This is an optimization exercise on Yosys and OpenROAD, whose aim is small area, not a production implementation. Function was checked by simulation only, so behaviour that the tests miss may differ from the original. No activity file was given, so power comes from the tool's default toggle rates.

==> inputs of trial 70 <==
// rct_codec
module rct_codec (
    input  wire        clk,
    input  wire        rst,
    input  wire        dec_new,
    input  wire        dec_plant,
    input  wire        rx_valid,
    input  wire [7:0]  rx_data,
    output wire        rx_ready,
    output wire [2:0]  dec_status,
    output wire        dec_ft,
    output wire [7:0]  dec_cmd,
    output wire [31:0] dec_id,
    output wire [31:0] dec_addr,
    output wire [15:0] dec_plen,
    output wire [15:0] dec_ck_rx,
    output wire [15:0] dec_ck_calc,
    output wire        pl_valid,
    output wire [7:0]  pl_data,
    input  wire        enc_start,
    input  wire [7:0]  enc_cmd,
    input  wire        enc_plant,
    input  wire [31:0] enc_id,
    input  wire [31:0] enc_addr,
    input  wire [15:0] enc_plen,
    input  wire        enc_pl_valid,
    input  wire [7:0]  enc_pl_data,
    output wire        enc_pl_ready,
    output wire        tx_valid,
    output wire [7:0]  tx_data,
    input  wire        tx_ready,
    output wire        enc_busy,
    output wire [1:0]  enc_err
);
    rct_decoder u_dec (
        .clk(clk), .rst(rst),
        .dec_new(dec_new), .dec_plant(dec_plant),
        .rx_valid(rx_valid), .rx_data(rx_data), .rx_ready(rx_ready),
        .dec_status(dec_status), .dec_ft(dec_ft), .dec_cmd(dec_cmd),
        .dec_id(dec_id), .dec_addr(dec_addr), .dec_plen(dec_plen),
        .dec_ck_rx(dec_ck_rx), .dec_ck_calc(dec_ck_calc),
        .pl_valid(pl_valid), .pl_data(pl_data)
    );
    rct_encoder u_enc (
        .clk(clk), .rst(rst),
        .enc_start(enc_start), .enc_cmd(enc_cmd), .enc_plant(enc_plant),
        .enc_id(enc_id), .enc_addr(enc_addr), .enc_plen(enc_plen),
        .enc_pl_valid(enc_pl_valid), .enc_pl_data(enc_pl_data), .enc_pl_ready(enc_pl_ready),
        .tx_valid(tx_valid), .tx_data(tx_data), .tx_ready(tx_ready),
        .enc_busy(enc_busy), .enc_err(enc_err)
    );
endmodule
Settings: LEC_CHECK=0, ABC_AREA=1, CAP_MARGIN=20, CORE_MARGIN=2, CORE_UTILIZATION=40, PLACE_DENSITY=0.6, SLEW_MARGIN=20; clock period 7.0 ns.
run.sh (not shown) runs the stock make flow with config.mk's settings and CLKGATE_MAP_FILE= SYNTH_SCRIPT=/design/flow/synth_recipe.tcl, a recipe that flattens the netlist after the stock synthesis.
==> build 42: changes against trial 70 <==
==> flow/flow/run.sh (new file) <==
#!/bin/bash
# Standard layout, with the port buffers made of the smallest plain buffer.
set -euo pipefail
export BUFFER_PORTS_ARGS="-buffer_cell sky130_fd_sc_hd__buf_1"
bash standard.sh > make_finish.log 2>&1
==> flow/standard.sh (new file) <==
#!/bin/bash
# synth_recipe.tcl (not shown) runs the flow's synth.tcl, then flattens the netlist and writes it again
# the make line also repeats each setting of config.mk as NAME=value (left out here)
make -C /OpenROAD-flow-scripts/flow DESIGN_CONFIG=/design/flow/config.mk WORK_HOME=/design/flow/orfs CLKGATE_MAP_FILE= SYNTH_SCRIPT=/design/flow/synth_recipe.tcl "${@:-finish}"
CTS_BUF_LIST = sky130_fd_sc_hd__clkbuf_2 sky130_fd_sc_hd__clkbuf_4 sky130_fd_sc_hd__clkbuf_8   (was default)
removed: flow/run.sh
==> comparison table <==
| metric | build 42 | trial 70 |
|---|---|---|
| Portion of total power attributed to sequential cells | 34.8% | 35.0% |
| Clock latency on the worst-skew pair | 600 ps | 560 ps |
| Setup slack at placement | 2090 ps | 2000 ps |
| Share of post-route cells with drive strength above 1 | 8.93% | 7.46% |
| Critical path destination | dec_addr[7] | dec_addr[30] |
| Global-route wire length before repair | 62.6 mm | 64.4 mm |
| Number of DRC markers in iteration 0 | 970 | 823 |
| Endpoint of the worst-slack reg-to-reg timing path | u_enc.addr_r[11]$_DFFE_PP_ | u_enc.phase[1]$_SDFF_PP0_ |
| Pin count of the biggest net entering global routing | 54 | 61 |
| Status | no timing/DRC/antenna violations | no timing/DRC/antenna violations |
| Routed length per placed instance | 16.7 um | 17.5 um |
| DP Wirelength | 30.0 mm | 31.4 mm |
| Design area | 16400 um^2 | 17900 um^2 |
| Headroom to the max-slew limit | 42.6% | 31.2% |
| Share of final layout cell area taken by non-clock buffers | 6.65% | 15.1% |
| Count of plain and timing-repair buffers | 272 | 273 |
| Post-detailed-route via-to-cell ratio | 5.07 | 5.10 |

-- separate check: timing with driven ports --
How much do the figures lean on ideal ports? The routed layouts below were timed once more, with nothing changed but the port constraints. Step 1 (the two cells are an assumption about what drives the block):
set clk [get_ports {clk}]
set_driving_cell -lib_cell sky130_fd_sc_hd__clkbuf_16 $clk
set_driving_cell -lib_cell sky130_fd_sc_hd__buf_2 [delete_from_list [all_inputs] $clk]
Step 2 moves the port delays by t, midway between the first and last clock arrival at a register: inputs arrive t later, outputs are due t later. That takes back most of the time a late clock gives input paths. Slacks: ideal ports / drivers / drivers and shift; pairs: ideal ports / drivers.
| run | t, ns | setup slack, ns | worst register clock-pin slew, ns |
|---|---|---|---|
| trial 70 | 0.611 | 2.066 / 2.008 / 1.920 | 0.06 / 0.06 |
| build 42 | 0.631 | 2.808 / 2.760 / 2.430 | 0.07 / 0.07 |
After both steps every run listed still meets setup and hold. For build 42, which loses most, drivers alone change the setup slack by -0.048 ns; drivers and shift together by -0.378 ns.
